Context: an optimization exercise on an open-source flow, tuned for a short achievable clock period. The choices shown serve that exercise and are no tape-out recipe. Function not checked in this run: the RTL went through the layout flow alone. Power figures rest on the tool's default switching activity, not on a simulated workload.

==> design.v <==
module pwmcore (
    input  wire        clk,
    input  wire        rst,           
    input  wire        cmd_valid,
    input  wire [31:0] cmd_word,
    output reg         resp_valid,
    output reg  [31:0] resp_word,
    input  wire [7:0]  ev_in,
    output wire [3:0]  pin_h,
    output wire [3:0]  pin_l,
    output wire        irq_fault,
    output wire [3:0]  irq_match,
    output wire        irq_ovf
);
    localparam N = 4;
    reg [15:0] period;
    reg        direction;       
    reg        mode;            
    reg [9:0]  div;
    reg        enabled;
    reg [15:0] cnt;
    reg        phase;
    reg [9:0]  presc;
    reg [15:0] max_duty;
    reg [15:0] active  [0:N-1];
    reg [15:0] pending [0:N-1];
    reg [N-1:0] raw;
    reg [7:0]  dt_low  [0:N-1];
    reg [7:0]  dt_high [0:N-1];
    reg [7:0]  dt_cnt  [0:N-1];
    reg        fstate;          
    reg        forced;
    reg        restart;         
    reg        safe;            
    reg [7:0]  evmask;
    reg [N-1:0] match;
    reg        ovf;
    reg        faultif;
    reg        cfgerr;
    reg [7:0]  ev_prev;         
    wire [3:0]  op     = cmd_word[31:28];
    wire [3:0]  idx    = cmd_word[27:24];
    wire [15:0] value  = cmd_word[15:0];
    wire [15:0] c_period = cmd_word[15:0];
    wire [9:0]  c_div    = cmd_word[25:16];
    wire        c_mode   = cmd_word[26];
    wire        c_dir    = cmd_word[27];
    wire [7:0]  c_low    = cmd_word[15:8];
    wire [7:0]  c_high   = cmd_word[7:0];
    localparam OP_CFGCAR  = 4'h1, OP_CFGMAX = 4'h2, OP_CFGDT   = 4'h3,
               OP_CFGFLT  = 4'h4, OP_START  = 4'h5, OP_STOP    = 4'h6,
               OP_WRDUTY  = 4'h7, OP_RDDUTY = 4'h8, OP_FIRE    = 4'h9,
               OP_CLRFLT  = 4'hA, OP_STATUS = 4'hB, OP_RDFLAGS = 4'hC,
               OP_ACK     = 4'hD;
    reg illegal;
    always @(*) begin
        case (op)
            OP_CFGCAR:  illegal = 1'b0;
            OP_CFGMAX:  illegal = |cmd_word[27:16];
            OP_CFGDT:   illegal = (|cmd_word[23:16]) || (idx >= N);
            OP_CFGFLT:  illegal = |cmd_word[25:8];
            OP_START, OP_STOP, OP_CLRFLT, OP_STATUS, OP_RDFLAGS:
                        illegal = |cmd_word[27:0];
            OP_WRDUTY:  illegal = (|cmd_word[23:16]) || (idx >= N);
            OP_RDDUTY:  illegal = (|cmd_word[23:17]) || (|cmd_word[15:0]) || (idx >= N);
            OP_FIRE:    illegal = (|cmd_word[23:0]) || (idx >= 8);
            OP_ACK:     illegal = |cmd_word[27:10];
            default:    illegal = 1'b1;
        endcase
    end
    reg car_dt_bad;
    reg max_val_bad;
    integer k;
    always @(*) begin
        car_dt_bad  = 1'b0;
        max_val_bad = 1'b0;
        for (k = 0; k < N; k = k + 1) begin
            if ({8'd0, dt_low[k]} + {8'd0, dt_high[k]} >= {1'b0, c_period})
                car_dt_bad = 1'b1;
            if (active[k] > value || pending[k] > value)
                max_val_bad = 1'b1;
        end
    end
    reg cfg_error;
    always @(*) begin
        case (op)
            OP_CFGCAR: cfg_error = enabled || (c_period == 16'd0) || (c_div == 10'd0) ||
                                   (c_period <= max_duty) || car_dt_bad;
            OP_CFGMAX: cfg_error = enabled || (value >= period) || max_val_bad;
            OP_CFGDT:  cfg_error = enabled || ({8'd0, c_low} + {8'd0, c_high} >= {1'b0, period});
            OP_CFGFLT: cfg_error = enabled;
            OP_WRDUTY: cfg_error = (value > max_duty);
            OP_START:  cfg_error = cfgerr;
            default:   cfg_error = 1'b0;
        endcase
    end
    wire cmd_ok  = cmd_valid && !illegal && !cfg_error;
    wire cmd_cfe = cmd_valid && !illegal && cfg_error;
    wire do_cfgcar = cmd_ok && (op == OP_CFGCAR);
    wire do_cfgmax = cmd_ok && (op == OP_CFGMAX);
    wire do_cfgdt  = cmd_ok && (op == OP_CFGDT);
    wire do_cfgflt = cmd_ok && (op == OP_CFGFLT);
    wire do_start  = cmd_ok && (op == OP_START);
    wire do_stop   = cmd_ok && (op == OP_STOP);
    wire do_wrduty = cmd_ok && (op == OP_WRDUTY);
    wire do_fire   = cmd_ok && (op == OP_FIRE);
    wire do_clrflt = cmd_ok && (op == OP_CLRFLT);
    wire do_ack    = cmd_ok && (op == OP_ACK);
    wire [15:0] flags_word = {2'b00, fstate, enabled, forced, cfgerr, faultif, ovf,
                              4'b0000, match};
    reg [15:0] rd_data;
    always @(*) begin
        case (op)
            OP_RDDUTY:  rd_data = cmd_word[16] ? pending[idx[1:0]] : active[idx[1:0]];
            OP_STATUS:  rd_data = {15'd0, fstate};
            OP_RDFLAGS: rd_data = flags_word;
            default:    rd_data = 16'd0;
        endcase
    end
    wire        en1      = do_start ? 1'b1 : (do_stop ? 1'b0 : enabled);
    wire        fstate1  = do_fire && evmask[idx[2:0]] ? 1'b1 :
                           (do_clrflt ? 1'b0 : fstate);
    wire        fire_latch = do_fire && evmask[idx[2:0]] && !fstate;
    wire        forced1   = fire_latch ? 1'b1 : forced;
    wire        restart1 = do_cfgflt ? cmd_word[27] : restart;
    wire        safe1    = do_cfgflt ? cmd_word[26] : safe;
    wire [7:0]  evmask1  = do_cfgflt ? cmd_word[7:0] : evmask;
    wire [N-1:0] match1  = do_ack ? (match & ~cmd_word[N-1:0]) : match;
    wire        ovf1     = do_ack ? (ovf & ~cmd_word[8]) : ovf;
    wire        faultif1 = fire_latch ? 1'b1 :
                           (do_ack ? (faultif & ~cmd_word[9]) : faultif);
    wire [15:0] pending1 [0:N-1];
    genvar g;
    generate
        for (g = 0; g < N; g = g + 1) begin : g_pend
            assign pending1[g] = (do_wrduty && idx[1:0] == g) ? value : pending[g];
        end
    endgenerate
    wire tick = en1 && ({1'b0, presc} + 11'd1 >= {1'b0, div});
    reg [15:0] cnt2;
    reg        phase2;
    reg        boundary;
    always @(*) begin
        cnt2     = cnt;
        phase2   = phase;
        boundary = 1'b0;
        if (mode == 1'b0) begin
            if (direction == 1'b0) begin
                if (cnt == 16'd0) begin
                    cnt2 = period; boundary = 1'b1;
                end else begin
                    cnt2 = cnt - 16'd1;
                end
            end else begin
                if (cnt == period) begin
                    cnt2 = 16'd0; boundary = 1'b1;
                end else begin
                    cnt2 = cnt + 16'd1;
                end
            end
        end else begin
            if (direction == 1'b0) begin
                if (phase == 1'b0 && cnt > 16'd0) begin
                    cnt2 = cnt - 16'd1;
                end else begin
                    cnt2 = cnt + 16'd1;
                    if (cnt2 == period) begin
                        phase2 = 1'b0; boundary = 1'b1;
                    end else begin
                        phase2 = 1'b1;
                    end
                end
            end else begin
                if (phase == 1'b0 && cnt < period) begin
                    cnt2 = cnt + 16'd1;
                end else begin
                    cnt2 = cnt - 16'd1;
                    if (cnt2 == 16'd0) begin
                        phase2 = 1'b0; boundary = 1'b1;
                    end else begin
                        phase2 = 1'b1;
                    end
                end
            end
        end
    end
    wire tick_b = tick && boundary;
    wire fstate2 = (tick_b && fstate1 && restart1) ? 1'b0 : fstate1;
    wire forced2  = (tick_b && !fstate2) ? 1'b0 : forced1;
    wire [15:0] active2 [0:N-1];
    wire [N-1:0] r2;
    wire [N-1:0] match_hit;
    wire [7:0]  dt_cnt2 [0:N-1];
    generate
        for (g = 0; g < N; g = g + 1) begin : g_ch
            assign active2[g]   = tick_b ? pending1[g] : active[g];
            assign match_hit[g] = (cnt2 == active2[g]) && !phase2;
            assign r2[g]        = (cnt2 < active2[g]);
            assign dt_cnt2[g]   = (r2[g] != raw[g]) ? (r2[g] ? dt_high[g] : dt_low[g]) :
                                  (dt_cnt[g] != 8'd0 ? dt_cnt[g] - 8'd1 : 8'd0);
        end
    endgenerate
    wire [7:0] ev_rise = ev_in & ~ev_prev;
    wire       ev_latch = (|(ev_rise & evmask1)) && !fstate2;
    integer i;
    always @(posedge clk) begin
        if (rst) begin
            period    <= 16'hFFFF;
            direction <= 1'b0;
            mode      <= 1'b0;
            div       <= 10'd1;
            enabled   <= 1'b0;
            cnt       <= 16'hFFFF;
            phase     <= 1'b0;
            presc     <= 10'd0;
            max_duty  <= 16'd0;
            for (i = 0; i < N; i = i + 1) begin
                active[i]  <= 16'd0;
                pending[i] <= 16'd0;
                dt_low[i]  <= 8'd0;
                dt_high[i] <= 8'd0;
                dt_cnt[i]  <= 8'd0;
            end
            raw        <= {N{1'b0}};
            fstate     <= 1'b0;
            forced      <= 1'b0;
            restart    <= 1'b0;
            safe       <= 1'b0;
            evmask     <= 8'h00;
            match      <= {N{1'b0}};
            ovf        <= 1'b0;
            faultif    <= 1'b0;
            cfgerr     <= 1'b0;
            ev_prev    <= 8'h00;
            resp_valid <= 1'b0;
            resp_word  <= 32'd0;
        end else begin
            ev_prev    <= ev_in;
            resp_valid <= cmd_valid;
            if (cmd_valid) begin
                if (illegal)
                    resp_word <= 32'hA000_0000;
                else if (cfg_error)
                    resp_word <= 32'h9000_0000;
                else
                    resp_word <= {16'd0, rd_data};
            end
            if (cmd_cfe)
                cfgerr <= 1'b1;
            if (do_cfgcar) begin
                period    <= c_period;
                direction <= c_dir;
                mode      <= c_mode;
                div       <= c_div;
            end
            if (do_cfgmax)
                max_duty <= value;
            if (do_cfgdt) begin
                dt_low[idx[1:0]]  <= c_low;
                dt_high[idx[1:0]] <= c_high;
            end
            restart <= restart1;
            safe    <= safe1;
            evmask  <= evmask1;
            enabled <= en1;
            for (i = 0; i < N; i = i + 1)
                pending[i] <= pending1[i];
            if (do_cfgcar) begin
                cnt   <= c_dir ? 16'd0 : c_period;
                phase <= 1'b0;
                presc <= 10'd0;
                for (i = 0; i < N; i = i + 1) begin
                    raw[i]    <= ((c_dir ? 16'd0 : c_period) < active[i]);
                    dt_cnt[i] <= 8'd0;
                end
            end else if (en1) begin
                if (tick) begin
                    presc <= 10'd0;
                    cnt   <= cnt2;
                    phase <= phase2;
                    for (i = 0; i < N; i = i + 1) begin
                        active[i] <= active2[i];
                        raw[i]    <= r2[i];
                        dt_cnt[i] <= dt_cnt2[i];
                    end
                end else begin
                    presc <= presc + 10'd1;
                end
            end
            match <= tick ? (match1 | match_hit) : match1;
            ovf   <= tick_b ? 1'b1 : ovf1;
            if (ev_latch) begin
                fstate  <= 1'b1;
                forced   <= 1'b1;
                faultif <= 1'b1;
            end else begin
                fstate  <= fstate2;
                forced   <= forced2;
                faultif <= faultif1;
            end
        end
    end
    generate
        for (g = 0; g < N; g = g + 1) begin : g_pin
            wire dt_zero = (dt_cnt[g] == 8'd0);
            wire out_h   = enabled &&  raw[g] && dt_zero;
            wire out_l   = enabled && !raw[g] && dt_zero;
            assign pin_h[g] = forced ? safe : out_h;
            assign pin_l[g] = forced ? safe : out_l;
        end
    endgenerate
    assign irq_fault = faultif;
    assign irq_match = match;
    assign irq_ovf   = ovf;
endmodule
==> run.sh <==
#!/bin/bash
# synth_recipe.tcl (not shown) runs the flow's synth.tcl, then flattens the netlist and writes it again
# the make line also repeats each setting of config.mk as NAME=value (left out here)
make -C /OpenROAD-flow-scripts/flow DESIGN_CONFIG=/design/flow/config.mk WORK_HOME=/design/flow/orfs CLKGATE_MAP_FILE= SYNTH_SCRIPT=/design/flow/synth_recipe.tcl finish
==> config.mk <==
export PLATFORM = sky130hd
export DESIGN_NAME = pwmcore
export DESIGN_NICKNAME = pwmcore
export VERILOG_FILES = /design/flow/design.v
export SDC_FILE = /design/flow/constraint.sdc
export NUM_CORES = 4
export LEC_CHECK = 0
export CAP_MARGIN = 20
export CORE_MARGIN = 2
export CORE_UTILIZATION = 40
export PLACE_DENSITY = 0.6
export SLEW_MARGIN = 20
==> constraint.sdc <==
create_clock -name core_clock -period 7.6 [get_ports {clk}]
set_input_delay 1.5200 -clock core_clock [delete_from_list [all_inputs] [get_ports {clk}]]
set_output_delay 1.5200 -clock core_clock [all_outputs]
set_load 0.01 [all_outputs]
==> impl_metrics.yaml <==
power:
  power.leakage_nw: 14.6
  ir_drop_v: 0.000143
  power.density_nw_per_um2: 142
synthesis:
  synth_warnings: 4
  synthArstFlopShare_pct: 0
  synth_area_per_cell_sq_um: 8.80
  synth_area_leaders: "dfxtp_1 21%, ha_1 19%, edfxtp_1 7.0%"
  synth_cells: 3104
  synth_top_cell_by_area: "dfxtp_1"
  synth_cell_types: 80
  synth_edf_count: 64
  syn_area_sq_um: 27300
  synth_top_flop_cell: "dfxtp_1"
  synth_top_cell_area_share_pct: 20.7
  ys_seq_elements: 347
  ys_seq_area_share_pct: 27.8
sta:
  hold-worst-slack_ns: 0.452
  period_needed_ns: 7.36
  max_freq_mhz: 136
  worst_pin_slew_ns: 1.12
  layout_setup_ws_ns: 0.236
  fin_skew_ns: 0.0399
  finalMaxSlewViolations: 0
  fin_crit_sh_pct: 96.9
  slew_headroom_pct: 25.0
  setup_violations: 0
  hold_viol: 0
cells_and_area:
  diodes: 0
  final_area_sq_um: 32600
  drive_gt1_share_pct: 16.5
  area_delta_synth_final_pct: 19.3
  layout.nets: 3775
worst_setup_path:
  crit_buf_inv: 7
  cp_max_fo: 8
  crit_family: "compound AO/OA/AOI/OAI gates"
  worst_path_max_delay_cell: "or3b_4"
  reg2reg_slack_ns: 0.92
  crit_path_max_incr_delay_ns: 0.45
  required_ns: 8.14
  start_kind: "primary input"
  cp_data_arrival_time_ns: 7.90
  path_class: "primary input to flip-flop"
  crit_path_end_kind: "flip-flop"
  crit_top_cell: "nand2_1"
floorplanning:
  die_w_um: 265
  die_area_sq_um: 70400
  core_area_sq_um: 67400
  num_rows: 95
  start_util_pct: 40.5
  io_pins: 90
  die_height_um: 265
clock_tree:
  holdBufCountCts: 0
  clk_pin_slew_ns: 0.06
  worstSkewPairLatency_ns: 0.62
  htreeDepth: 2
  cts_buffers: 44
  cts_root_buffer: "clkbuf_16"
  clk_path_buf_depth: 3
  clkSinkCount: 347
  cts_tree: "yes"
outcome:
  status: "no timing/DRC/antenna violations"
drt:
  wl_per_cell_um: 24.0
  vias_per_cell: 5.87
  drcViolationCount: 0
  drt_iter0_drc: 2158
  vias: 24800
  routed_wl_mm: 102
  first_pass_iters: 6
  antenna_left: 0
placement:
  place_area_sq_um: 30500
  dp_slack_ns: -0.874
  routabilityCongestion: 0.959
  hpwl_mm: 75.8
  port_buffers: 76
global_route:
  grt_pass1_vias: 23562
  grt_pass1_wl_mm: 150
  gr-usage-all-layers_pct: 28.3
  globalRouteOverflowTotal: 0
  antenna_found_initial: 3
  grt_max_degree: 85
worst_hold_path:
  hold_class: "flip-flop to flip-flop"
run:
  max_cap_viol_count: 0
[cell type report]
cell class	instances	area, sq um
clock buffers	64	1320
flip-flops and latches	347	7590
inverters	198	743
well taps	873	1090
clock inverters	17	191
repair buffers	334	2880
fillers	6482	34800
multi-input cells	2395	18800
[metal layers]
layer	vias to the layer above	share of wire, %	GRT usage (%)
met5	-	0.013	0
met4	2	4.7	12.3
met3	193	8.3	4.28
met2	1026	44	44.6
met1	11845	43	38.3
li1	11734	-	-
[worst reg2reg max path: stages, from the launching register on]
cell and delay (ns):
dfxtp_1 0.81, nand4_1 0.38, nor4_1 0.70, xnor2_1 0.17, nand2_1 0.10, nand4_1 0.11, or4b_2 0.74, o22ai_1 0.36
or3b_4 0.51, buf_12 0.17, buf_6 0.15, buf_4 0.16, mux2i_1 0.14, ha_2 0.33, nand2_1 0.06, buf_4 0.13
nor2_1 0.25, nand2_1 0.09, nand2_1 0.07, a31o_2 0.12, a31oi_4 0.10, buf_12 0.16, buf_6 0.14, nor3_1 0.17
a211oi_1 0.07, a211o_1 0.31, a21oi_1 0.13
[through the flow]
stage	instances	setup TNS (ns)	util, %	total power, mW
4_1_cts	4213	0	47.6	4.64
2_1_floorplan	3116	0	-	2.23
6_report	4228	0	48.3	4.63
3_5_place_dp	4131	-27.33	45.3	2.46
3_3_place_gp	4131	-23.05	45.3	2.45
5_1_grt	4228	-0.181	48.3	4.76
[flip-flops by register name (all words and copies together), names as in the netlist, 4 cells and up]
register   cells
div           10
evmask         8
ev_prev        8
max_duty      16
presc         10
resp_word     19
raw            4
dt_high       32
match          4
active        64
period        16
cnt           16
pending       64
dt_low        32
dt_cnt        32
[power breakdown]
group          switching, mW  internal, mW  total [mW]  leakage (nW)
Sequential            0.0116          1.89        1.90          2.97
Combinational          0.342         0.199       0.541          10.9
Clock                  0.908          1.28        2.19         0.745
[path summary, 6_finish.rpt]
kind	startpoint	endpoint	cells after the start
min	div[2]	div[2]	2
max	cmd_word[10]	dt_cnt[1][2]	34
min reg2reg	div[2]	div[2]	2
max reg2reg	cnt[2]	dt_cnt[1][2]	26
[repair_timing]
item | 4_1_cts | 5_1_grt
setup buffers | 0 | 12
endpoints found under the setup margin | 32 | 36
pin swaps | 1 | 36
gates resized for setup | 7 | 103
gates cloned | 1 | 3
[logic make-up (layout without fill, tap and decap cells)]
logic type / count (synthesis) / in the layout / share of synthesized area (%)
xor gates and xnor gates: 93 / 93 / 2.98
buffers and inverters: 376 / 613 / 5.48
muxes: 232 / 234 / 10.4
and+or+nand+nor: 943 / 943 / 17.5
adders and majority gates: 412 / 412 / 19.0
DFF: 347 / 347 / 27.8
AOI/OAI and AO/OA: 700 / 700 / 16.8
other: 1 / 13 / 0.0137
[layout by cell type (no fill, tap or decap), types with 38 or more instances in the layout]
cell             synthesis  layout
a21oi_1                187     180
edfxtp_1                64      64
and2_1                 111     110
inv_1                  198     195
ha_1                   407     403
o211ai_1                38      38
clkbuf_16                0      47
nor2_1                 230     224
o21ai_0                129     100
clkdlybuf4s50_1          0      67
nand2_1                233     233
mux2i_1                115      98
nor2b_1                 45      45
a21o_1                  99      99
nand4_1                 58      58
nor3_1                  54      52
mux2_2                  83      83
nand3_1                 41      41
dfxtp_1                283     283
xnor2_1                 57      55
buf_4                   13     236
[synthesized netlist by cell type, types with 83 or more instances]
cell / n
nor2_1: 230
dfxtp_1: 283
mux2i_1: 115
nand2_1: 233
and2_1: 111
clkbuf_1: 134
a21oi_1: 187
o21ai_0: 129
mux2_2: 83
a21o_1: 99
ha_1: 407
inv_1: 198

## afterwards: timing with drivers on the ports
No port has a modelled driver above. Below, the same layout with a new extraction and two added sets of constraints.
Step 1, drivers: a clkbuf_16 drives clk and a buf_2 each remaining input, both assumed.
Step 2, shift: input delay + t, output delay - t, t = (earliest + latest rising clock arrival at the registers) / 2. This alone moves slack from input paths to output paths.
a / b / c = ideal / step 1 / step 2; a / b = the first two.
shift t [ns]: 0.662
setup slack, ns: 0.236 / 0.276 / -0.386
worst setup path after step 2: input to register
worst slew at a driven data input, ns: 0.07
pins driven straight from the clock port: 1
With both steps, setup timing fails in this run, where it was met with ideal ports. For this run, drivers alone change the setup slack by +0.040 ns; drivers and shift together by -0.622 ns.
